Background: an optimization exercise with open tools, aiming at small area, a short achievable clock period and few clock cycles. Do not read the settings as production practice. In this exercise RTL edits were held to simulation tests only and were not proved equivalent to the original. Power figures rest on the tool's default switching activity, not on a simulated workload.

$ cat flow/config.mk
export PLATFORM = sky130hd
export DESIGN_NAME = bkt_tape
export DESIGN_NICKNAME = bkt_tape
export VERILOG_FILES = /design/flow/design.v
export SDC_FILE = /design/flow/constraint.sdc
export NUM_CORES = 4
export LEC_CHECK = 0
export CAP_MARGIN = 20
export CORE_MARGIN = 2
export CORE_UTILIZATION = 50
export PLACE_DENSITY = 0.62
export SLEW_MARGIN = 20
export SETUP_SLACK_MARGIN = 11.0
$ cat flow/standard.sh
#!/bin/bash
# synth_recipe.tcl (not shown) runs the flow's synth.tcl, then flattens the netlist and writes it again
# the make line also repeats each setting of config.mk as NAME=value (left out here)
make -C /OpenROAD-flow-scripts/flow DESIGN_CONFIG=/design/flow/config.mk WORK_HOME=/design/flow/orfs CLKGATE_MAP_FILE= SYNTH_SCRIPT=/design/flow/synth_recipe.tcl "${@:-finish}"
$ cat flow/design.v
module bkt_crc8 (
    input  wire [15:0] crc_in,
    input  wire [7:0]  data,
    output reg  [15:0] crc_out
);
    integer i;
    reg [15:0] c;
    always @* begin
        c = crc_in ^ {data, 8'h00};
        for (i = 0; i < 8; i = i + 1)
            c = c[15] ? ((c << 1) ^ 16'h1021) : (c << 1);
        crc_out = c;
    end
endmodule
module bkt_tape (
    input  wire        clk,
    input  wire        rst,            
    input  wire        cmd_valid,
    output wire        cmd_ready,
    input  wire [31:0] cmd_data,
    output reg         rsp_valid,
    output reg  [2:0]  rsp_code,
    output reg  [31:0] rsp_data,
    output reg         rsp_byte_valid,
    output reg  [1:0]  rsp_byte_seg,
    output reg  [7:0]  rsp_byte
);
    localparam [2:0] R_OK = 3'd0, R_ILLEGAL = 3'd1, R_BADARG = 3'd2,
                     R_SEQ = 3'd3, R_FATAL = 3'd4;
    localparam [3:0] PH_IDLE = 4'd0, PH_FIND_PILOT = 4'd1, PH_PILOT_FOUND = 4'd2,
                     PH_PILOT_FOUND2 = 4'd3, PH_HEADER_MARKER = 4'd4,
                     PH_READ_HEADER = 4'd5, PH_BODY_MARKER = 4'd6, PH_READ_DATA = 4'd7,
                     PH_CKSUM = 4'd8, PH_END_TRAILER = 4'd9, PH_DONE = 4'd10,
                     PH_FATAL = 4'd15;
    localparam [2:0] E_CALIBRATION = 3'd1, E_MARKER = 3'd2, E_BIT_TIMING = 3'd3,
                     E_PROTOCOL = 3'd4, E_TRUNCATED = 3'd5;
    localparam [2:0] MS_NONE = 3'd0, MS_LEAD = 3'd1, MS_MID = 3'd2, MS_FINAL = 3'd3,
                     MS_SYNC1 = 3'd4, MS_SYNC0 = 3'd5;
    localparam [3:0] C_NOP = 4'd0, C_RESET = 4'd1, C_RDREG = 4'd2, C_WRCFG = 4'd3,
                     C_START = 4'd4, C_PULSE = 4'd5, C_END = 4'd6, C_CINIT = 4'd7,
                     C_CBYTE = 4'd8, C_CMARK = 4'd9, C_CCHECK = 4'd10, C_AINIT = 4'd11,
                     C_ABYTE = 4'd12, C_AWORD = 4'd13, C_ACHECK = 4'd14, C_ILL = 4'd15;
    localparam [3:0] M_RUN = 4'd0, M_CHUNK = 4'd1, M_DIV = 4'd2, M_HA = 4'd3,
                     M_ACHK = 4'd4, M_F2 = 4'd5, M_F3 = 4'd6, M_HL = 4'd7,
                     M_XCHK = 4'd8, M_MP = 4'd9, M_REF = 4'd10, M_AW = 4'd11, M_XW = 4'd12,
                     M_T = 4'd13;
    reg [3:0]  tp_phase;
    reg [2:0]  tp_err;
    reg [2:0]  tp_warn;
    reg [31:0] tp_pn;
    reg [55:0] tp_ps;         
    reg [30:0] tp_l0h;        
    reg [24:0] tp_cut;        
    reg [7:0]  tp_acc;
    reg [2:0]  tp_bitcnt;
    reg        tp_syncph;
    reg [15:0] tp_rem;
    reg [2:0]  tp_msub;
    reg [15:0] tp_mcnt;
    reg [15:0] tp_mfic;
    reg        tp_mlenient;
    reg [4:0]  tp_hcnt;
    reg [15:0] tp_bcnt;       
    reg [1:0]  tp_ccnt;
    reg [15:0] tp_start_addr;
    reg [15:0] tp_length;
    reg [15:0] tp_ckread;
    reg [15:0] tp_sum;
    reg [1:0]  tp_ckstat;
    reg [15:0] crc;
    reg [15:0] sum;
    reg [15:0] cfg_fic_std, cfg_fic_end, cfg_mlen_hdr, cfg_mlen_body, cfg_mlen_end, cfg_dbg;
    reg        cfg_end_lenient;
    reg [3:0]  mode;
    reg [4:0]  cnt;
    reg        xmode;         
    reg        skipa;         
    reg        cand_done;     
    reg        cand_long;
    reg [32:0] rem;           
    reg [32:0] l7;            
    reg [7:0]  ccarry;        
    reg [6:0]  c125;          
    reg        dbit;          
    reg        tieflag;       
    reg        sticky;        
    reg        cut_rnd;       
    reg        ir_v;
    reg [31:0] ir;
    reg        ex_v;
    reg [23:0] ex;            
    reg [3:0]  ex_c;          
    reg        ex_wbad;       
    reg        pb_one, pb_guard, pb_long, pb_lead, pb_cert, pb_pz;
    reg        rdy;
    reg        rst_r;
    assign cmd_ready = rdy;
    function [31:0] inc32(input [31:0] x);
        integer i, d;
        reg [31:0] a, n;
        begin
            a = x;
            for (d = 1; d < 32; d = d * 2) begin
                n = a;
                for (i = 0; i < 32; i = i + 1)
                    if ((i / d) % 2 == 1) n[i] = a[i] & a[(i / d) * d - 1];
                a = n;
            end
            inc32 = x ^ {a[30:0], 1'b1};
        end
    endfunction
    function [15:0] inc16(input [15:0] x);
        reg [31:0] w;
        begin
            w = inc32({16'd0, x});
            inc16 = w[15:0];
        end
    endfunction
    function [15:0] dec16(input [15:0] x);
        dec16 = ~inc16(~x);
    endfunction
    function [15:0] eac16(input [15:0] a, input [15:0] b);
        integer i, d;
        reg [15:0] g, q, gn, qn, c;
        begin
            g = a & b;
            q = a | b;
            for (d = 1; d < 16; d = d * 2) begin
                gn = g; qn = q;
                for (i = 0; i < 16; i = i + 1)
                    if ((i / d) % 2 == 1) begin
                        gn[i] = g[i] | (q[i] & g[(i / d) * d - 1]);
                        qn[i] = q[i] & q[(i / d) * d - 1];
                    end
                g = gn; q = qn;
            end
            c = {g[14:0] | (q[14:0] & {15{g[15]}}), g[15]};
            eac16 = a ^ b ^ c;
        end
    endfunction
    wire [23:0] p    = ex[23:0];
    wire [7:0]  b8   = ex[7:0];
    wire [15:0] w16  = ex[15:0];
    wire        i_rn   = ir[23:0] != 24'd0;
    wire        i_rb8  = ir[23:8] != 16'd0;
    wire        i_rw16 = ir[23:16] != 8'd0;
    reg  [3:0]  i_code;
    always @* begin
        case (ir[31:24])
            8'h00: i_code = i_rn   ? C_ILL : C_NOP;
            8'h01: i_code = i_rn   ? C_ILL : C_RESET;
            8'h02: i_code = i_rb8  ? C_ILL : C_RDREG;
            8'h03: i_code = C_WRCFG;
            8'h10: i_code = i_rn   ? C_ILL : C_START;
            8'h11: i_code = C_PULSE;
            8'h12: i_code = i_rn   ? C_ILL : C_END;
            8'h30: i_code = i_rn   ? C_ILL : C_CINIT;
            8'h31: i_code = i_rb8  ? C_ILL : C_CBYTE;
            8'h32: i_code = i_rb8  ? C_ILL : C_CMARK;
            8'h33: i_code = i_rw16 ? C_ILL : C_CCHECK;
            8'h40: i_code = i_rn   ? C_ILL : C_AINIT;
            8'h41: i_code = i_rb8  ? C_ILL : C_ABYTE;
            8'h42: i_code = i_rw16 ? C_ILL : C_AWORD;
            8'h43: i_code = i_rw16 ? C_ILL : C_ACHECK;
            default: i_code = C_ILL;
        endcase
    end
    wire        i_wbad = ir[23:16] > 8'd6 || (ir[23:16] <= 8'd1 && ir[15:0] == 16'd0) ||
                         (ir[23:16] == 8'd5 && ir[15:0] > 16'd1);
    reg         run;            
    wire [23:0] p_t  = run ? ir[23:0] : ex[23:0];
    function [35:0] csa_s(input [35:0] a, input [35:0] b, input [35:0] c);
        csa_s = a ^ b ^ c;
    endfunction
    function [35:0] csa_c(input [35:0] a, input [35:0] b, input [35:0] c);
        csa_c = {((a & b) | (a & c) | (b & c)), 1'b0};
    endfunction
    function sign36(input [35:0] a, input [35:0] b, input cin);
        integer i, lvl, n;
        reg [35:0] g, q, g2, q2;
        begin
            g = a & b;
            q = a | b;
            g[0] = g[0] | (q[0] & cin);
            g[35] = 1'b0; q[35] = 1'b0;
            n = 35;
            for (lvl = 0; lvl < 6; lvl = lvl + 1) begin
                g2 = 36'd0; q2 = 36'd0;
                for (i = 0; i < 18; i = i + 1) begin
                    if (2 * i + 1 < n) begin
                        g2[i] = g[2*i+1] | (q[2*i+1] & g[2*i]);
                        q2[i] = q[2*i+1] & q[2*i];
                    end else if (2 * i < n) begin
                        g2[i] = g[2*i];
                        q2[i] = q[2*i];
                    end
                end
                g = g2; q = q2; n = (n + 1) / 2;
            end
            sign36 = a[35] ^ b[35] ^ g[0];
        end
    endfunction
    wire [35:0] p200a = {5'd0, p_t, 7'd0};
    wire [35:0] p200b = {6'd0, p_t, 6'd0};
    wire [35:0] p200c = {9'd0, p_t, 3'd0};
    wire [35:0] p200s = csa_s(p200a, p200b, p200c);
    wire [35:0] p200k = csa_c(p200a, p200b, p200c);
    wire [35:0] nl7   = ~{3'd0, l7};
    wire [35:0] nrem  = ~{3'd0, rem};
    wire        t_long  = !sign36(csa_s(p200s, p200k, nl7),  csa_c(p200s, p200k, nl7),  1'b1);
    wire        t_lead  = !sign36(csa_s(p200s, p200k, nrem), csa_c(p200s, p200k, nrem), 1'b1);
    wire [35:0] g_r1  = {4'd0, p_t, 8'd0} | 36'd2;
    wire [35:0] g_r2  = ~{10'd0, p_t, 2'd0};
    wire [35:0] g_r3  = ~{11'd0, p_t, 1'd0};
    wire [35:0] g_s1  = csa_s(g_r1, g_r2, g_r3);
    wire [35:0] g_c1  = csa_c(g_r1, g_r2, g_r3);
    wire        t_guard = !sign36(csa_s(g_s1, g_c1, nl7), csa_c(g_s1, g_c1, nl7), 1'b0);
    wire        t_one   = {1'b0, p_t} > tp_cut;
    wire        pn_hi    = |tp_pn[31:9];
    wire [8:0]  pn_lo    = tp_pn[8:0];
    wire        pn_ge199 = pn_hi || pn_lo >= 9'd199;
    wire        pn_ge200 = pn_hi || pn_lo >= 9'd200;
    wire        pn_ge447 = pn_hi || pn_lo >= 9'd447;
    wire        pn_ge448 = pn_hi || pn_lo >= 9'd448;
    wire        t_cert = {2'd0, p_t} <= tp_ps[32:7];
    wire        cand = pn_ge200 && !(!pn_ge448 && pb_cert);
    wire        pred = ir[31:24] == 8'h11 && tp_phase == PH_FIND_PILOT &&
                       pn_ge199 && (pn_ge447 || !t_cert);
    wire        one_p   = pb_one;
    wire        zero_p  = !pb_one;
    wire        guard_p = pb_guard;
    wire        long_ok = pb_long;
    wire        lead_ok = pb_lead;
    wire        mk_viol = (tp_msub == MS_LEAD  && !lead_ok) ||
                          (tp_msub == MS_FINAL && !long_ok) ||
                          (tp_msub == MS_SYNC1 && !one_p)   ||
                          (tp_msub == MS_SYNC0 && !zero_p);
    wire [7:0]  acc_next = {tp_acc[6:0], one_p};
    wire [24:0] ps_lo    = {1'b0, tp_ps[23:0]} + {1'b0, p};
    wire [31:0] ps_hi_n  = ps_lo[24] ? inc32(tp_ps[55:24]) : tp_ps[55:24];
    wire [31:0] cut_inc_w = inc32({7'd0, tp_cut});
    wire [24:0] cut_inc   = cut_inc_w[24:0];
    wire [15:0] crc_byte_out, crc_mark_out;
    bkt_crc8 u_crc_byte (.crc_in(crc),      .data(b8), .crc_out(crc_byte_out));
    bkt_crc8 u_crc_mark (.crc_in(16'hCDB4), .data(b8), .crc_out(crc_mark_out));
    wire [15:0] add_v   = (ex_c == C_ABYTE) ? {8'd0, b8} : w16;
    wire [15:0] add_r   = eac16(sum, add_v);
    wire [15:0] tsum_r  = eac16(tp_sum, {8'd0, acc_next});
    reg         sa_div_r, sa_zero_r, sa_cin_r, sa_bit_r;
    wire        a_div   = sa_div_r;
    wire        h_first = sa_zero_r;
    wire        h_bit   = sa_bit_r;
    wire        h_cin   = sa_cin_r;
    wire [33:0] sa_a    = h_first ? 34'd0 : {rem, a_div ? tp_l0h[30] : 1'b0};
    wire [33:0] sa_b    = a_div ? ~{1'b0, tp_pn, 1'b0} : (h_bit ? {3'd0, tp_l0h} : 34'd0);
    wire [34:0] sa_s    = {1'b0, sa_a} + {1'b0, sa_b} + {34'd0, a_div | h_cin};
    wire        dv_q    = sa_s[34];
    wire [32:0] dv_rem  = dv_q ? sa_s[32:0] : sa_a[32:0];
    wire        h_sat   = (!h_first && rem[32]) || sa_s[33] || sa_s[32];
    wire [32:0] h_acc   = {h_sat, sa_s[31:0]};
    wire [16:0] mk_k    = {tp_mfic, 1'b0} - 17'd1;
    wire [15:0] new_fic = (tp_phase == PH_CKSUM) ? cfg_fic_end : cfg_fic_std;
    reg  [4:0]  top_new;
    wire [16:0] new_k = {new_fic, 1'b0} - 17'd1;
    integer ti;
    always @* begin
        top_new = 5'd0;
        for (ti = 0; ti < 17; ti = ti + 1)
            if (new_k[ti]) top_new = ti[4:0];
    end
    wire        rem_zero = rem == 33'd0;
    wire        tie_f2   = tieflag;
    reg         s125_in;
    wire [7:0]  s125_t  = {c125, s125_in};
    wire        s125_ge = s125_t >= 8'd125;
    wire [6:0]  s125_r  = s125_ge ? s125_t - 8'd125 : s125_t[6:0];
    wire [3:0]  ch      = (cnt[3:1] == 3'b111) ? 4'd0 : tp_ps[3:0];
    reg  [3:0]  pn_nib_r;
    function [3:0] nib8(input [31:0] x, input [2:0] k);
        case (k)
            3'd0: nib8 = x[3:0];
            3'd1: nib8 = x[7:4];
            3'd2: nib8 = x[11:8];
            3'd3: nib8 = x[15:12];
            3'd4: nib8 = x[19:16];
            3'd5: nib8 = x[23:20];
            3'd6: nib8 = x[27:24];
            default: nib8 = x[31:28];
        endcase
    endfunction
    wire [3:0]  pn_nib = (xmode || cnt[3]) ? 4'd0 : pn_nib_r;
    wire [11:0] ch_mul  = xmode ? ({5'd0, ch, 3'd0} - {8'd0, ch})
                                : ({1'b0, ch, 7'd0} + {2'b0, ch, 6'd0} + {5'd0, ch, 3'd0});
    wire [11:0] ch_t    = ch_mul + {8'd0, pn_nib} + {4'd0, ccarry};
    wire [7:0]  ri = ex[7:0];
    wire        rg1 = ri[7:5] == 3'b000 && ri[4];           
    wire        rg2 = ri[7:3] == 5'b00100;                   
    wire        rg7 = ri[7:3] == 5'b01110;                   
    wire        rs_10 = rg1 && ri[3:0] == 4'h0;
    wire        rs_11 = rg1 && ri[3:0] == 4'h1;
    wire        rs_12 = rg1 && ri[3:0] == 4'h2;
    wire        rs_13 = rg1 && ri[3:0] == 4'h3;
    wire        rs_14 = rg1 && ri[3:0] == 4'h4;
    wire        rs_15 = rg1 && ri[3:0] == 4'h5;
    wire        rs_16 = rg1 && ri[3:0] == 4'h6;
    wire        rs_17 = rg1 && ri[3:0] == 4'h7;
    wire        rs_18 = rg1 && ri[3:0] == 4'h8;
    wire        rs_19 = rg1 && ri[3:0] == 4'h9;
    wire        rs_1A = rg1 && ri[3:0] == 4'hA;
    wire        rs_1B = rg1 && ri[3:0] == 4'hB;
    wire        rs_1C = rg1 && ri[3:0] == 4'hC;
    wire        rs_1D = rg1 && ri[3:0] == 4'hD;
    wire        rs_1E = rg1 && ri[3:0] == 4'hE;
    wire        rs_1F = rg1 && ri[3:0] == 4'hF;
    wire        rs_20 = rg2 && ri[2:0] == 3'd0;
    wire        rs_21 = rg2 && ri[2:0] == 3'd1;
    wire        rs_22 = rg2 && ri[2:0] == 3'd2;
    wire        rs_23 = rg2 && ri[2:0] == 3'd3;
    wire        rs_24 = rg2 && ri[2:0] == 3'd4;
    wire        rs_25 = rg2 && ri[2:0] == 3'd5;
    wire        rs_26 = rg2 && ri[2:0] == 3'd6;
    wire        rs_27 = rg2 && ri[2:0] == 3'd7;
    wire        rs_50 = ri == 8'h50;
    wire        rs_58 = ri == 8'h58;
    wire        rs_70 = rg7 && ri[2:0] == 3'd0;
    wire        rs_71 = rg7 && ri[2:0] == 3'd1;
    wire        rs_72 = rg7 && ri[2:0] == 3'd2;
    wire        rs_73 = rg7 && ri[2:0] == 3'd3;
    wire        rs_74 = rg7 && ri[2:0] == 3'd4;
    wire        rs_75 = rg7 && ri[2:0] == 3'd5;
    wire        rs_76 = rg7 && ri[2:0] == 3'd6;
    wire        rd_ok = rs_10 | rs_11 | rs_12 | rs_13 | rs_14 | rs_15 | rs_16 | rs_17 | rs_18 | rs_19 | rs_1A | rs_1B | rs_1C | rs_1D | rs_1E | rs_1F | rs_20 | rs_21 | rs_22 | rs_23 | rs_24 | rs_25 | rs_26 | rs_27 | rs_50 | rs_58 | rs_70 | rs_71 | rs_72 | rs_73 | rs_74 | rs_75 | rs_76;
    wire [31:0] rd_val =
        ({32{rs_10}} & {28'd0, tp_phase}) |
        ({32{rs_11}} & {29'd0, tp_err}) |
        ({32{rs_12}} & {29'd0, tp_warn}) |
        ({32{rs_13}} & tp_pn) |
        ({32{rs_14}} & tp_ps[31:0]) |
        ({32{rs_15}} & {8'd0, tp_ps[55:32]}) |
        ({32{rs_16}} & {1'b0, tp_l0h}) |
        ({32{rs_17}} & {7'd0, tp_cut}) |
        ({32{rs_18}} & {24'd0, tp_acc}) |
        ({32{rs_19}} & {29'd0, tp_bitcnt}) |
        ({32{rs_1A}} & {31'd0, tp_syncph}) |
        ({32{rs_1B}} & {16'd0, tp_rem}) |
        ({32{rs_1C}} & {29'd0, tp_msub}) |
        ({32{rs_1D}} & {16'd0, tp_mcnt}) |
        ({32{rs_1E}} & {16'd0, tp_mfic}) |
        ({32{rs_1F}} & {31'd0, tp_mlenient}) |
        ({32{rs_20}} & {27'd0, tp_hcnt}) |
        ({32{rs_21}} & {16'd0, tp_bcnt}) |
        ({32{rs_22}} & {30'd0, tp_ccnt}) |
        ({32{rs_23}} & {16'd0, tp_start_addr}) |
        ({32{rs_24}} & {16'd0, tp_length}) |
        ({32{rs_25}} & {16'd0, tp_ckread}) |
        ({32{rs_26}} & {16'd0, tp_sum}) |
        ({32{rs_27}} & {30'd0, tp_ckstat}) |
        ({32{rs_50}} & {16'd0, crc}) |
        ({32{rs_58}} & {16'd0, sum}) |
        ({32{rs_70}} & {16'd0, cfg_fic_std}) |
        ({32{rs_71}} & {16'd0, cfg_fic_end}) |
        ({32{rs_72}} & {16'd0, cfg_mlen_hdr}) |
        ({32{rs_73}} & {16'd0, cfg_mlen_body}) |
        ({32{rs_74}} & {16'd0, cfg_mlen_end}) |
        ({32{rs_75}} & {31'd0, cfg_end_lenient}) |
        ({32{rs_76}} & {16'd0, cfg_dbg});
    task automatic tape_clear;
        begin
            tp_err <= 3'd0;  tp_warn <= 3'd0;  tp_pn <= 32'd0;  tp_ps <= 56'd0;
            tp_l0h <= 31'd0; tp_cut <= 25'd0;  tp_acc <= 8'd0;  tp_bitcnt <= 3'd0;
            tp_syncph <= 1'b0; tp_rem <= 16'd0; tp_msub <= MS_NONE; tp_mcnt <= 16'd0;
            tp_mfic <= 16'd0; tp_mlenient <= 1'b0; tp_hcnt <= 5'd0; tp_bcnt <= 16'd0;
            tp_ccnt <= 2'd0; tp_start_addr <= 16'd0; tp_length <= 16'd0;
            tp_ckread <= 16'd0; tp_sum <= 16'd0; tp_ckstat <= 2'd0;
            cand_done <= 1'b0;
        end
    endtask
    task automatic full_reset;
        begin
            tape_clear;
            tp_phase <= PH_IDLE;
            crc <= 16'hFFFF;
            sum <= 16'd0;
            cfg_fic_std <= 16'd4;  cfg_fic_end <= 16'd9;
            cfg_mlen_hdr <= 16'd2; cfg_mlen_body <= 16'd2;
            cfg_mlen_end <= 16'd2; cfg_end_lenient <= 1'b1; cfg_dbg <= 16'd0;
        end
    endtask
    reg [3:0]  ph_n;
    reg        rv;
    reg [2:0]  rc;
    reg [31:0] rdt;
    reg        consume;
    reg [3:0]  mode_n;
    reg [4:0]  cnt_n;
    reg        mk_start;
    reg        xfer;
    always @(posedge clk) begin
        ph_n     = tp_phase;
        rv       = 1'b0;
        rc       = R_OK;
        rdt      = 32'd0;
        consume  = 1'b0;
        mode_n   = mode;
        cnt_n    = cnt;
        mk_start = 1'b0;
        rsp_byte_valid <= 1'b0;
        rsp_byte       <= acc_next;
        rsp_byte_seg   <= (tp_phase == PH_READ_HEADER) ? 2'd0 :
                          (tp_phase == PH_READ_DATA) ? 2'd1 : 2'd2;
        begin
            if (run) begin
              if (ex_v) begin
                consume = 1'b1;
                case (ex_c)
                C_NOP: begin rv = 1'b1; end
                C_RESET: begin
                    full_reset;
                    rv = 1'b1;
                end
                C_RDREG:
                    if (rd_ok) begin rv = 1'b1; rdt = rd_val; end
                    else       begin rv = 1'b1; rc = R_BADARG; end
                C_WRCFG: begin
                    rv = 1'b1;
                    if (ex_wbad)
                        rc = R_BADARG;
                    else begin
                        case (ex[18:16])
                            3'd0: cfg_fic_std     <= w16;
                            3'd1: cfg_fic_end     <= w16;
                            3'd2: cfg_mlen_hdr    <= w16;
                            3'd3: cfg_mlen_body   <= w16;
                            3'd4: cfg_mlen_end    <= w16;
                            3'd5: cfg_end_lenient <= w16[0];
                            default: cfg_dbg      <= w16;
                        endcase
                    end
                end
                C_START: begin
                    tape_clear;
                    tp_phase <= PH_FIND_PILOT;
                    rv = 1'b1; rdt = {28'd0, PH_FIND_PILOT};
                end
                C_PULSE: begin
                    if (pb_pz) begin
                        rv = 1'b1; rc = R_BADARG;
                    end else if (tp_phase == PH_IDLE || tp_phase == PH_FATAL) begin
                        rv = 1'b1; rc = R_SEQ;
                    end else if (tp_phase == PH_DONE) begin
                        rv = 1'b1; rdt = {25'd0, tp_err, tp_phase};
                    end else begin
                        case (tp_phase)
                        PH_FIND_PILOT: begin
                            if (!cand_done && cand) begin
                                consume = 1'b0;
                                mode_n  = M_CHUNK;
                                cnt_n     = 5'd0;
                                xmode   <= 1'b0;
                                skipa   <= 1'b0;
                                ccarry  <= 8'd0;
                                c125    <= 7'd0;
                            end else if (cand_done && cand_long) begin
                                cand_done <= 1'b0;
                                tp_phase  <= PH_PILOT_FOUND;
                                rv = 1'b1; rdt = {28'd0, PH_PILOT_FOUND};
                            end else if (&tp_pn) begin
                                cand_done <= 1'b0;
                                tp_phase <= PH_FATAL;
                                tp_err   <= E_CALIBRATION;
                                rv = 1'b1; rc = R_FATAL; rdt = {25'd0, E_CALIBRATION, PH_FATAL};
                            end else begin
                                cand_done <= 1'b0;
                                tp_ps <= {ps_hi_n, ps_lo[23:0]};
                                tp_pn <= inc32(tp_pn);
                                rv = 1'b1; rdt = {25'd0, tp_err, ph_n};
                            end
                        end
                        PH_PILOT_FOUND: begin
                            if (!one_p) tp_warn[0] <= 1'b1;
                            tp_phase <= PH_PILOT_FOUND2;
                            rv = 1'b1; rdt = {25'd0, tp_err, PH_PILOT_FOUND2};
                        end
                        PH_PILOT_FOUND2: begin
                            if (!zero_p) tp_warn[1] <= 1'b1;
                            tp_msub     <= MS_LEAD;
                            tp_mfic     <= cfg_fic_std;
                            tp_mcnt     <= cfg_mlen_hdr;
                            tp_mlenient <= 1'b0;
                            tp_phase    <= PH_HEADER_MARKER;
                            mk_start = 1'b1;
                                                rv = 1'b1; rdt = {25'd0, tp_err, PH_HEADER_MARKER};
                        end
                        PH_HEADER_MARKER, PH_BODY_MARKER, PH_END_TRAILER: begin
                            if (mk_viol && !tp_mlenient) begin
                                tp_phase <= PH_FATAL;
                                tp_err   <= E_MARKER;
                                rv = 1'b1; rc = R_FATAL; rdt = {25'd0, E_MARKER, PH_FATAL};
                            end else begin
                                if (mk_viol) tp_warn[2] <= 1'b1;
                                case (tp_msub)
                                    MS_LEAD:  tp_msub <= (tp_mcnt != 16'd0) ? MS_MID : MS_FINAL;
                                    MS_MID: begin
                                        tp_mcnt <= dec16(tp_mcnt);
                                        if (tp_mcnt == 16'd1) tp_msub <= MS_FINAL;
                                    end
                                    MS_FINAL: tp_msub <= MS_SYNC1;
                                    MS_SYNC1: tp_msub <= MS_SYNC0;
                                    default: begin
                                        tp_msub <= MS_NONE;
                                        if (tp_phase == PH_HEADER_MARKER) begin
                                            ph_n = PH_READ_HEADER;
                                            tp_rem <= 16'd20;
                                        end else if (tp_phase == PH_BODY_MARKER) begin
                                            if (tp_length == 16'd0) begin
                                                ph_n = PH_CKSUM;
                                                tp_rem <= 16'd2;
                                            end else begin
                                                ph_n = PH_READ_DATA;
                                                tp_rem <= tp_length;
                                            end
                                        end else begin
                                            ph_n = PH_DONE;
                                        end
                                        tp_acc <= 8'd0;  tp_bitcnt <= 3'd0;  tp_syncph <= 1'b0;
                                    end
                                endcase
                                tp_phase <= ph_n;
                                rv = 1'b1; rdt = {25'd0, tp_err, ph_n};
                            end
                        end
                        default: begin  
                            if (guard_p) begin
                                tp_phase <= PH_FATAL;
                                tp_err   <= E_BIT_TIMING;
                                rv = 1'b1; rc = R_FATAL; rdt = {25'd0, E_BIT_TIMING, PH_FATAL};
                            end else if (!tp_syncph) begin
                                tp_syncph <= 1'b1;
                                if (tp_bitcnt == 3'd7) begin
                                    tp_acc    <= 8'd0;
                                    tp_bitcnt <= 3'd0;
                                    tp_rem    <= dec16(tp_rem);
                                    rsp_byte_valid <= 1'b1;
                                    if (tp_phase == PH_READ_HEADER) begin
                                        case (tp_hcnt)
                                            5'd0: rem[7:0]   <= acc_next;
                                            5'd1: rem[15:8]  <= acc_next;
                                            5'd2: rem[23:16] <= acc_next;
                                            5'd3: rem[31:24] <= acc_next;
                                            default: ;
                                        endcase
                                        tp_hcnt <= tp_hcnt + 5'd1;
                                    end else if (tp_phase == PH_READ_DATA) begin
                                        tp_bcnt <= inc16(tp_bcnt);
                                        tp_sum  <= tsum_r;
                                    end else begin
                                        if (tp_ccnt == 2'd0) tp_ckread[7:0]  <= acc_next;
                                        else                 tp_ckread[15:8] <= acc_next;
                                        tp_ccnt <= tp_ccnt + 2'd1;
                                    end
                                end else begin
                                    tp_acc    <= acc_next;
                                    tp_bitcnt <= tp_bitcnt + 3'd1;
                                end
                                rv = 1'b1; rdt = {25'd0, tp_err, ph_n};
                            end else if (!zero_p) begin
                                tp_phase <= PH_FATAL;
                                tp_err   <= E_PROTOCOL;
                                rv = 1'b1; rc = R_FATAL; rdt = {25'd0, E_PROTOCOL, PH_FATAL};
                            end else begin
                                tp_syncph <= 1'b0;
                                if (tp_rem == 16'd0) begin
                                    if (tp_phase == PH_READ_HEADER) begin
                                        tp_start_addr <= rem[15:0];
                                        tp_length     <= rem[31:16];
                                        ph_n = PH_BODY_MARKER;
                                        tp_msub     <= MS_LEAD;
                                        tp_mfic     <= cfg_fic_std;
                                        tp_mcnt     <= cfg_mlen_body;
                                        tp_mlenient <= 1'b0;
                                        mk_start = 1'b1;
                                                                    end else if (tp_phase == PH_READ_DATA) begin
                                        ph_n = PH_CKSUM;
                                        tp_rem <= 16'd2;
                                        tp_acc <= 8'd0;  tp_bitcnt <= 3'd0;
                                    end else begin
                                        tp_ckstat   <= {tp_ckread == tp_sum, 1'b1};
                                        ph_n = PH_END_TRAILER;
                                        tp_msub     <= MS_LEAD;
                                        tp_mfic     <= cfg_fic_end;
                                        tp_mcnt     <= cfg_mlen_end;
                                        tp_mlenient <= cfg_end_lenient;
                                        mk_start = 1'b1;
                                    end
                                    tp_phase <= ph_n;
                                end
                                rv = 1'b1; rdt = {25'd0, tp_err, ph_n};
                            end
                        end
                        endcase
                    end
                end
                C_END:
                    if (tp_phase == PH_IDLE || tp_phase == PH_FATAL) begin rv = 1'b1; rc = R_SEQ; end
                    else if (tp_phase == PH_DONE) begin rv = 1'b1; rdt = {25'd0, tp_err, tp_phase}; end
                    else if (tp_phase == PH_FIND_PILOT) begin
                        tp_phase <= PH_FATAL;
                        tp_err   <= E_CALIBRATION;
                        rv = 1'b1; rc = R_FATAL; rdt = {25'd0, E_CALIBRATION, PH_FATAL};
                    end else begin
                        tp_phase <= PH_FATAL;
                        tp_err   <= E_TRUNCATED;
                        rv = 1'b1; rc = R_FATAL; rdt = {25'd0, E_TRUNCATED, PH_FATAL};
                    end
                C_CINIT: begin
                    crc <= 16'hFFFF;
                    rv = 1'b1; rdt = 32'h0000FFFF;
                end
                C_CBYTE: begin
                    crc <= crc_byte_out;
                    rv = 1'b1; rdt = {16'd0, crc_byte_out};
                end
                C_CMARK: begin
                    crc <= crc_mark_out;
                    rv = 1'b1; rdt = {16'd0, crc_mark_out};
                end
                C_CCHECK: begin rv = 1'b1; rdt = {31'd0, crc == w16}; end
                C_AINIT: begin
                    sum <= 16'd0;
                    rv = 1'b1;
                end
                C_ABYTE, C_AWORD: begin
                    sum <= add_r;
                    rv = 1'b1; rdt = {16'd0, add_r};
                end
                C_ACHECK: begin rv = 1'b1; rdt = {31'd0, sum == w16}; end
                default:
                    begin rv = 1'b1; rc = R_ILLEGAL; end
                endcase
                if (mk_start) begin
                    mode_n = M_MP;
                    cnt_n    = top_new;
                end
              end
            end else case (mode)
            M_CHUNK: begin
                ccarry <= ch_t[11:4];
                {rem, tp_l0h} <= {ch_t[3:0], rem, tp_l0h[30:4]};
                if (cnt[3:1] != 3'b111) tp_ps <= {tp_ps[3:0], tp_ps[55:4]};
                cnt_n = cnt + 5'd1;
                if (cnt[3:0] == 4'd15) begin
                    mode_n = M_DIV;
                    cnt_n    = 5'd0;
                end
            end
            M_DIV: begin
                rem    <= dv_rem;
                tp_l0h <= {tp_l0h[29:0], dv_q};
                if (xmode) begin
                    tp_cut <= {tp_cut[23:0], dv_q};
                    sticky <= sticky | tp_cut[24];
                end else begin
                    dbit <= dv_q;
                    if (cnt != 5'd0) begin
                        c125   <= s125_r;
                        tp_cut <= {tp_cut[23:0], s125_ge};
                    end
                end
                cnt_n = cnt + 5'd1;
                if (cnt == 5'd30) begin
                    cnt_n     = 5'd0;
                    mode_n  = xmode ? M_XW : (skipa ? M_T : M_HA);
                end
            end
            M_HA: begin
                if (cnt == 5'd0) tieflag <= rem_zero;
                rem <= h_acc;
                cnt_n = cnt + 5'd1;
                if (cnt == 5'd2) mode_n = M_AW;
            end
            M_AW: mode_n = M_ACHK;
            M_T: begin
                tieflag <= rem_zero;
                mode_n = M_F2;
            end
            M_XW: mode_n = M_XCHK;
            M_ACHK: begin
                if (pb_lead) begin
                    mode_n = M_F2;               
                end else begin
                    mode_n = M_CHUNK;
                    xmode  <= 1'b1;
                    cnt_n    = 5'd0;
                    ccarry <= 8'd0;
                    tp_cut <= 25'd0;
                    sticky <= 1'b0;
                end
            end
            M_XCHK: begin
                tp_cut <= 25'd0;
                tp_l0h <= 31'd0;
                if (pb_one && !sticky) begin
                    mode_n = M_CHUNK;
                    xmode  <= 1'b0;
                    skipa  <= 1'b1;
                    cnt_n    = 5'd0;
                    ccarry <= 8'd0;
                    c125   <= 7'd0;
                end else begin
                    mode_n = M_RUN;
                    cand_done <= 1'b1;
                    cand_long <= 1'b0;
                end
            end
            M_F2: begin
                tp_l0h[0] <= dbit & !tie_f2;
                c125      <= s125_r;
                tp_cut    <= {tp_cut[23:0], s125_ge};
                mode_n = M_F3;
            end
            M_F3: begin
                tp_cut <= {tp_cut[23:0], s125_ge};
                cut_rnd <= s125_r >= 7'd63;
                rem    <= h_acc;
                cnt_n    = 5'd1;
                mode_n = M_HL;
            end
            M_HL: begin
                rem <= h_acc;
                cnt_n = cnt + 5'd1;
                if (cnt == 5'd1 && cut_rnd) tp_cut <= cut_inc;
                if (cnt == 5'd2) begin
                    l7 <= h_acc;
                    mode_n = M_RUN;
                    cand_done <= 1'b1;
                    cand_long <= 1'b1;
                end
            end
            M_MP: begin
                rem <= h_acc;
                cnt_n = cnt - 5'd1;
                if (cnt == 5'd0) mode_n = M_REF;
            end
            M_REF: mode_n = M_RUN;
            default: mode_n = M_RUN;
            endcase
        end
        if (rst_r) full_reset;
        if (rst) mode_n = M_RUN;
        rst_r <= rst;
        mode <= mode_n;
        cnt  <= cnt_n;
        pn_nib_r <= nib8(tp_pn, cnt_n[2:0]);
        sa_div_r  <= mode_n == M_DIV;
        sa_zero_r <= (mode_n == M_HA && cnt_n == 5'd0) || mode_n == M_F3 ||
                     (mode_n == M_MP && mode != M_MP);
        sa_cin_r  <= mode_n == M_HA && cnt_n == 5'd0;
        sa_bit_r  <= (mode_n == M_MP && mode == M_MP) ? mk_k[cnt - 5'd1] : 1'b1;
        run  <= rst || mode_n == M_RUN;
        if (!run) begin
            pb_one   <= t_one;
            pb_guard <= t_guard;
            pb_long  <= t_long;
            pb_lead  <= t_lead;
        end
        rsp_valid <= rv && !rst;
        rsp_code  <= rc;
        rsp_data  <= rdt;
        xfer = run && ir_v && (!ex_v || consume);
        if (cmd_valid && rdy) ir <= cmd_data;
        if (xfer) begin
            ex       <= ir[23:0];
            ex_c     <= i_code;
            ex_wbad  <= i_wbad;
            pb_one   <= t_one;
            pb_guard <= t_guard;
            pb_long  <= t_long;
            pb_lead  <= t_lead;
            pb_cert  <= t_cert;
            pb_pz    <= ir[23:0] == 24'd0;
        end
        if (rst) begin
            ir_v <= 1'b0;
            ex_v <= 1'b0;
            rdy  <= 1'b0;
        end else begin
            if (cmd_valid && rdy) begin
                ir_v <= 1'b1;
            end else if (xfer) begin
                ir_v <= 1'b0;
            end
            if (xfer)         ex_v <= 1'b1;
            else if (consume) ex_v <= 1'b0;
            rdy <= (mode_n == M_RUN) && !(xfer && pred);
        end
    end
    always @* begin
        case (mode)
            M_F2:    s125_in = dbit & !tie_f2;
            M_F3:    s125_in = 1'b0;
            default: s125_in = dbit;
        endcase
    end
endmodule
$ cat flow/flow/run.sh
#!/bin/bash
# Layout flow: the standard flow (standard.sh, unchanged synthesis, floorplan,
# placement, CTS, routing) with a larger setup-slack margin for its timing-repair
# steps, so that repair keeps shortening paths below the design's period. The
# constraints (constraint.sdc, period) are not touched.
set -e
sed -i '/SETUP_SLACK_MARGIN/d' config.mk
echo 'export SETUP_SLACK_MARGIN = 11.0' >> config.mk
bash standard.sh > standard.log 2>&1
$ cat flow/constraint.sdc
create_clock -name core_clock -period 15.0 [get_ports {clk}]
set_input_delay 3.0000 -clock core_clock [delete_from_list [all_inputs] [get_ports {clk}]]
set_output_delay 3.0000 -clock core_clock [all_outputs]
set_load 0.01 [all_outputs]
==> summary.txt, run 1 <==
Mapped Avg Cell Area: 8.06 um^2
Worst IR Drop VDD: 130 uV
PD cells: 156 nW/um^2
Clock latency on the worst-skew pair: 700 ps
TritonCTS Buffers: 79
Crit path launch: run
Fmax: 0.230 GHz
Crit Path Category: reg2reg
Post-DP HPWL: 167 mm
Leakage power: 20.5 nW
Top_reg_cell synth: dfxtp_1
Clk slew on worst S/H paths: 60 ps
Critical path peak fanout: 6
Top Ports: 83
Initial core utilization: 0.506
Endpoints failing setup: 0
CTS root buf: clkbuf_16
CTS tree: yes
Via count: 49400
Ys async rst share: 0
Die height: 312 um
Commonest non-fill, non-tap cell in the layout: nor2_1
Crit path time final: 4350 ps
Launch point of the worst reg-to-reg path: run
Slew HR: 0.151
Die area: 97100 um^2
R2R Path End: pb_guard
Reg2Reg Setup Slack: 10650 ps
Commonest non-fill, non-tap cells in the layout: nor2_1, a21oi_1, nand2_1
Share of cells above drive strength 1: 0.133
Tightest Pin Transition: 1270 ps
Setup TNS: 0 ps
Drt total wl: 227 mm
Hold endpoint: tp_start_addr[11]
Grt ovf: 0
Total chip power: 0.00856 W
Final Max Tran Viols: 0
RePlAce Congestion: 1.12
Final-report hold violation count: 0
Outcome: timing/DRC/antenna clean
Max Cap Viol: 0
Drt initial violations: 7539
Chip Width: 312 um
Initial antenna violation count: 22
Synthesized cell area: 47300 um^2
Global-route usage over all layers: 0.448
Vias in the first global route: 44700
Fillcell total: 8604
Worst hold path stage count: 2
Cells after Synth: 5866
Final Cycle Share: 0.290
Max clock buf depth: 3
Endpoint type of the worst setup path: flip-flop
Core Area: 93500 um^2
Synth Register Bits: 661
Fin nets: 6355
Register area share after synthesis: 0.313
Largest net degree at the start of global routing: 98
WHS: 453 ps
Rows: 112
Detail-routed via count per cell: 6.79
Syn nets: 6272
Critical Path Source Type: flip-flop
Clock tree sinks: 661
Number of synthesized flops with an enable pin: 155
Routed len/inst: 31.2 um
Register-to-Register Path Depth: 15
Data arrival, critical path: 4790 ps
Min-delay worst type: reg2reg
RSZ-0062 raised after global routing: yes
Final Skew: 23.4 ps
Drt pass-1 iters: 8
Post-CTS Hold Buffers: 0
Beginning of the worst hold path: tp_start_addr[11]
PortBufs: 82
Layout area overhead: 16.1%
Synthesis Warnings: 2
Netlist cell types: 106
Data required, critical path: 15440 ps
H-tree depth: 3
DRT antenna net count: 0
Residual DRC: 0
First-pass GRT wire length: 319 mm
what timing repair did:
item / in CTS / in global routing
gates cloned: 8 / 2
setup endpoints to repair: 260 / 251
resized for setup: 383 / 153
pin swaps: 67 / 45
setup buffers: 95 / 45
per-stage QoR:
stage | utilization | setup WS (ps) | instances | cell area, um^2
floorplan | - | 10640 | 5866 | 47700
global route | 0.587 | 10480 | 7268 | 54900
detailed placement | 0.532 | 9450 | 6972 | 49700
global placement | 0.532 | 9610 | 6972 | 49700
finish | 0.588 | 10650 | 7276 | 54900
CTS | 0.577 | 10700 | 7220 | 53900
critical path, stage by stage (launching register included):
cell and delay [ps]:
dfxtp_4 360, buf_12 170, buf_16 150, mux2_4 350, inv_2 90, ha_1 150
fa_1 410, maj3_2 320, maj3_2 320, maj3_2 320, maj3_2 330, maj3_1 410
a21oi_2 170, maj3_2 200, o21ai_1 70, a211o_1 270
cell families after synthesis:
family          Yosys count  synth area share
buf+inv                 715            0.0582
simple gates           2085             0.205
xor+xnor                247            0.0457
mux                     114            0.0255
compound gates         1648             0.231
flops                   661             0.313
fa+ha+maj               396             0.122
state kept, by name, summed over array words and instances, names as in the netlist, 24 cells and up:
signal / cells
tp_cut: 25
rsp_data: 32
tp_ps: 56
tp_l0h: 31
ir: 32
l7: 33
ex: 24
rem: 33
tp_pn: 32
cell type report:
type / instances / area (um^2) / area share
tap: 1254 / 1570 / 0.0286
multi-input combinational: 4492 / 31100 / 0.566
timing repair buffer: 352 / 3230 / 0.0589
antenna: 9 / 22.5 / 0.000410
clock inverter: 38 / 408 / 0.00743
clock buffer: 107 / 2310 / 0.0420
inverter: 363 / 1430 / 0.0260
sequential: 661 / 14900 / 0.271
routing by layer:
| layer | vias up | part of all wire | GRT usage |
|---|---|---|---|
| met2 | 3516 | 0.40 | 0.623 |
| met3 | 783 | 0.15 | 0.180 |
| met4 | 26 | 0.066 | 0.249 |
| li1 | 21300 | - | - |
| met5 | - | 0.00072 | 0 |
| met1 | 23700 | 0.39 | 0.588 |
worst max path at each step:
stage	end	slack [ps]	depth (start not counted)
after global routing	pb_long	10480	18
after floorplan	pb_guard	10640	15
final	pb_guard	10650	15
after global placement	rem[25]	9610	14
after CTS	pb_guard	10700	18
after detailed placement	rem[25]	9450	14
Yosys cell counts, types with 80 or more instances:
master | n | area (um^2)
a21oi_1 | 560 | 2800
a221oi_1 | 95 | 832
a22oi_1 | 203 | 1520
clkbuf_1 | 305 | 1140
dfxtp_1 | 506 | 10100
edfxtp_1 | 155 | 4650
fa_1 | 118 | 2360
ha_1 | 253 | 3170
inv_1 | 353 | 1330
mux2i_1 | 92 | 921
nand2_1 | 489 | 1840
nand3_1 | 192 | 961
nor2_1 | 753 | 2830
nor2b_1 | 80 | 500
nor3_1 | 175 | 876
o21ai_0 | 202 | 1010
xnor2_1 | 148 | 1300
xor2_1 | 99 | 867
report_power, final:
group / switching, W / internal [W]
sequential: 0.000215 / 0.00198
combinational: 0.00255 / 0.00175
clock: 0.000882 / 0.00119
Testbench counts, summed over its fixed seeds: cycles 63,850.
==> run 2: changes to the inputs <==
--- a/flow/design.v
+++ b/flow/design.v
@@ -752,3 +752,3 @@
         cnt  <= cnt_n;
-        pn_nib_r <= nib8(tp_pn, cnt_n[2:0]);
+        pn_nib_r <= nib8(tp_pn, (mode == M_CHUNK) ? cnt[2:0] + 3'd1 : 3'd0);
         sa_div_r  <= mode_n == M_DIV;
==> summary.txt, run 2 <==
Outcome: timing/DRC/antenna clean (unchanged)
Clock latency on the worst-skew pair: 680 ps (was 700 ps)
Routed len/inst: 32.6 um (was 31.2 um)
Core Area: 93500 um^2 (unchanged)
Post-DP HPWL: 174 mm (was 167 mm)
H-tree depth: 3 (unchanged)
Die height: 312 um (about the same)
Synth top area cells: dfxtp_1, edfxtp_1, ha_1 (unchanged)
Via count: 49700 (was 49400)
PD cells: 188 nW/um^2 (was 156 nW/um^2)
Total chip power: 0.0103 W (was 0.00856 W)
Data arrival, critical path: 4960 ps (was 4790 ps)
Netlist cell types: 95 (was 106)
RSZ-0062 raised after global routing: yes (unchanged)
Largest area contributor in the netlist: dfxtp_1 (unchanged)
Max clock buf depth: 3 (unchanged)
CTS tree: yes (unchanged)
PortBufs: 82 (unchanged)
Synth Register Bits: 661 (unchanged)
Synthesized cell area: 47300 um^2 (about the same)
Most frequent cell after synthesis: nor2_1 (unchanged)
Fmax: 0.225 GHz (was 0.230 GHz)
Data required, critical path: 15510 ps (was 15440 ps)
Residual DRC: 0 (unchanged)
Commonest non-fill, non-tap cells in the layout: nor2_1, nand2_1, dfxtp_1 (was nor2_1, a21oi_1, nand2_1)
Setup TNS: 0 ps (unchanged)
Post-route cell area: 55000 um^2 (was 54900 um^2)
Register area share after synthesis: 0.313 (about the same)
RePlAce Congestion: 1.09 (was 1.12)
Fin nets: 6300 (was 6355)
Crit path to: pb_long (was pb_guard)
Drt total wl: 235 mm (was 227 mm)
Drt pass-1 iters: 9 (was 8)
Crit Path Category: reg2reg (unchanged)
Register-to-Register Path Depth: 19 (was 15)
Syn nets: 6201 (was 6272)
Reg2Reg Setup Slack: 10550 ps (was 10650 ps)
Cells after Synth: 5795 (was 5866)
Crit path time final: 4450 ps (was 4350 ps)
P_int: 0.00553 W (was 0.00492 W)
Max reg flops: 56 (unchanged)
Critical path peak fanout: 7 (was 6)
Clock tree sinks: 661 (unchanged)
Layout area overhead: 16.4% (was 16.1%)
Critical Path Source Type: flip-flop (unchanged)
Share of cells above drive strength 1: 0.134 (was 0.133)
Final Max Tran Viols: 0 (unchanged)
Ys async rst share: 0 (unchanged)
Global-route usage over all layers: 0.467 (was 0.448)
Net Switching: 0.00480 W (was 0.00365 W)
Multi-input gate area: 31100 um^2 (about the same)
Final Cycle Share: 0.297 (was 0.290)
Gate power share: 0.558 (was 0.502)
Final Skew: 29.2 ps (was 23.4 ps)
Endpoint type of the worst setup path: flip-flop (unchanged)
Commonest non-fill, non-tap cell in the layout: nor2_1 (unchanged)
Synth cell count leaders: nor2_1, nand2_1, dfxtp_1, a21oi_1, inv_1 (was nor2_1, a21oi_1, dfxtp_1, nand2_1, inv_1)
Launch point of the worst reg-to-reg path: run (unchanged)
Fillcell total: 8480 (was 8604)
Leakage power: 20.6 nW (was 20.5 nW)
Top_reg_cell synth: dfxtp_1 (unchanged)
Grt ovf: 0 (unchanged)
Endpoints failing setup: 0 (unchanged)
Vias in the first global route: 44600 (was 44700)
Clk slew on worst S/H paths: 70 ps (was 60 ps)
Placed instance area: 49500 um^2 (was 49700 um^2)
Worst IR Drop VDD: 172 uV (was 130 uV)
First-pass GRT wire length: 330 mm (was 319 mm)
Detail-routed via count per cell: 6.89 (was 6.79)
Rows: 112 (unchanged)
Synthesis Warnings: 2 (unchanged)
Final Core Density: 0.589 (was 0.588)
Biggest regs: tp_ps x56, l7 x33, rem x33 (unchanged)
Sw frac: 0.465 (was 0.426)
Sequential power share: 0.246 (was 0.256)
Die area: 97000 um^2 (was 97100 um^2)
Initial core utilization: 0.506 (about the same)
Drt initial violations: 8928 (was 7539)
Share of the synthesized area in the top cell type: 0.214 (about the same)
TritonCTS Buffers: 77 (was 79)
Sequential Area: 14900 um^2 (about the same)
Min-delay worst type: reg2reg (unchanged)
Largest net degree at the start of global routing: 88 (was 98)
Reg with most FFs: tp_ps (unchanged)
Top Ports: 83 (unchanged)
DRT antenna net count: 0 (unchanged)
Crit path launch: run (unchanged)
Number of synthesized flops with an enable pin: 155 (unchanged)
Mapped Avg Cell Area: 8.16 um^2 (was 8.06 um^2)
Max Cap Viol: 0 (unchanged)
Slew HR: 0.170 (was 0.151)
Clock Power Share: 0.197 (was 0.242)
Chip Width: 312 um (about the same)
CTS root buf: clkbuf_16 (unchanged)
Final-report hold violation count: 0 (unchanged)
Initial antenna violation count: 13 (was 22)
R2R Path End: pb_long (was pb_guard)
Tightest Pin Transition: 1230 ps (was 1270 ps)
run 2: critical path, cell delays in order, from the launching register on:
cell and delay [ps]:
dfxtp_4 340, buf_12 160, buf_6 170, nand2_1 110, a21boi_4 230, inv_4 80
fa_1 530, inv_1 60, fa_1 480, nor2b_1 150, maj3_2 320, nor4bb_4 290
o311a_1 220, o21ai_2 70, maj3_2 330, a21oi_4 170, o21bai_1 100, a41oi_1 190
o21ai_1 90, a211oi_2 180
run 2: timing repair:
| item | 4_1_cts | 5_1_grt |
|---|---|---|
| pin swaps | 35 | 48 |
| setup endpoints to repair | 486 | 262 |
| gates resized for setup | 387 | 177 |
| buffers inserted | 122 | 47 |
| hold buffers | 0 | 0 |
| gates cloned | 7 | 1 |
| endpoints found under the hold margin | 0 | 0 |
run 2: final cells by class:
| class | count | share of cell area |
|---|---|---|
| Tap cell | 1254 | 0.0285 |
| Clock buffer | 108 | 0.0413 |
| Timing Repair Buffer | 366 | 0.0589 |
| Clock inverter | 35 | 0.00703 |
| Timing Repair inverter | 1 | 0.000296 |
| Inverter | 382 | 0.0278 |
| Multi-Input combinational cell | 4405 | 0.566 |
| Antenna cell | 7 | 0.000318 |
| Sequential cell | 661 | 0.270 |
run 2: layer usage:
metal	wire (um)	global-route usage	vias to the layer above
met3	37600	0.178	846
met2	90800	0.630	3903
met1	91000	0.636	23700
met5	151	0	-
met4	15900	0.258	14
li1	-	-	21200
run 2: how the worst min path moves through the flow:
stage	from	endpoint	slack, ps	cells past startpoint
after CTS	tp_start_addr[13]	tp_start_addr[13]	460	2
after detailed placement	tp_warn[2]	tp_warn[2]	450	2
after global placement	tp_start_addr[13]	tp_start_addr[13]	440	2
final	tp_warn[2]	tp_warn[2]	470	2
after global routing	tp_start_addr[14]	tp_start_addr[14]	470	2
after floorplan	tp_acc[6]	rsp_byte[7]	410	0
run 2: power by group through the flow:
stage               Sequential [W]  Combinational, W  Clock [W]
floorplan                  0.00227           0.00368          0
global placement           0.00258           0.00487          0
detailed placement         0.00258           0.00490          0
CTS                        0.00250           0.00538    0.00202
global route               0.00251           0.00623    0.00209
finish                     0.00254           0.00576    0.00203
run 2: cells by family after synthesis:
family	count (synthesis)	share of synthesized area
simple gates	1980	0.194
compound gates	1606	0.228
buf+inv	732	0.0592
flops	661	0.313
fa+ha+maj	392	0.121
xor+xnor	230	0.0428
mux	194	0.0420
run 2: per-stage QoR:
step	cells	hold WS (ps)	setup slack, ps
2_1_floorplan	5795	414	10600
3_3_place_gp	6892	443	9280
3_5_place_dp	6892	448	9180
4_1_cts	7164	455	10530
5_1_grt	7212	475	10360
6_report	7219	466	10550
Testbench counts of run 2, summed over its fixed seeds: cycles 63,850.

-- port drivers added, routing unchanged --
The results above use ideal ports. As a check the final layouts listed here were re-extracted and re-timed, cells and wires unchanged.
Step 1 assumes that a clkbuf_16 drives the clock port and a buf_2 every other input.
Step 2, shift: input delay + t, output delay - t, t = (earliest + latest rising clock arrival at the registers) / 2. This alone moves slack from input paths to output paths.
a / b / c = ideal ports / drivers / drivers and shift; a / b = the first two.
run	t (ns)	slack for setup (ns)	worst register clock-pin slew, ns	worst data-port slew with drivers (ns)
run 1	0.754	10.649 / 10.649 / 10.522	0.07 / 0.07	0.05
run 2	0.746	10.552 / 10.552 / 10.318	0.08 / 0.08	0.04
After both steps every run listed still meets setup and hold. For run 2, which loses most, drivers alone change the setup slack by 0.000 ns; drivers and shift together by -0.234 ns.
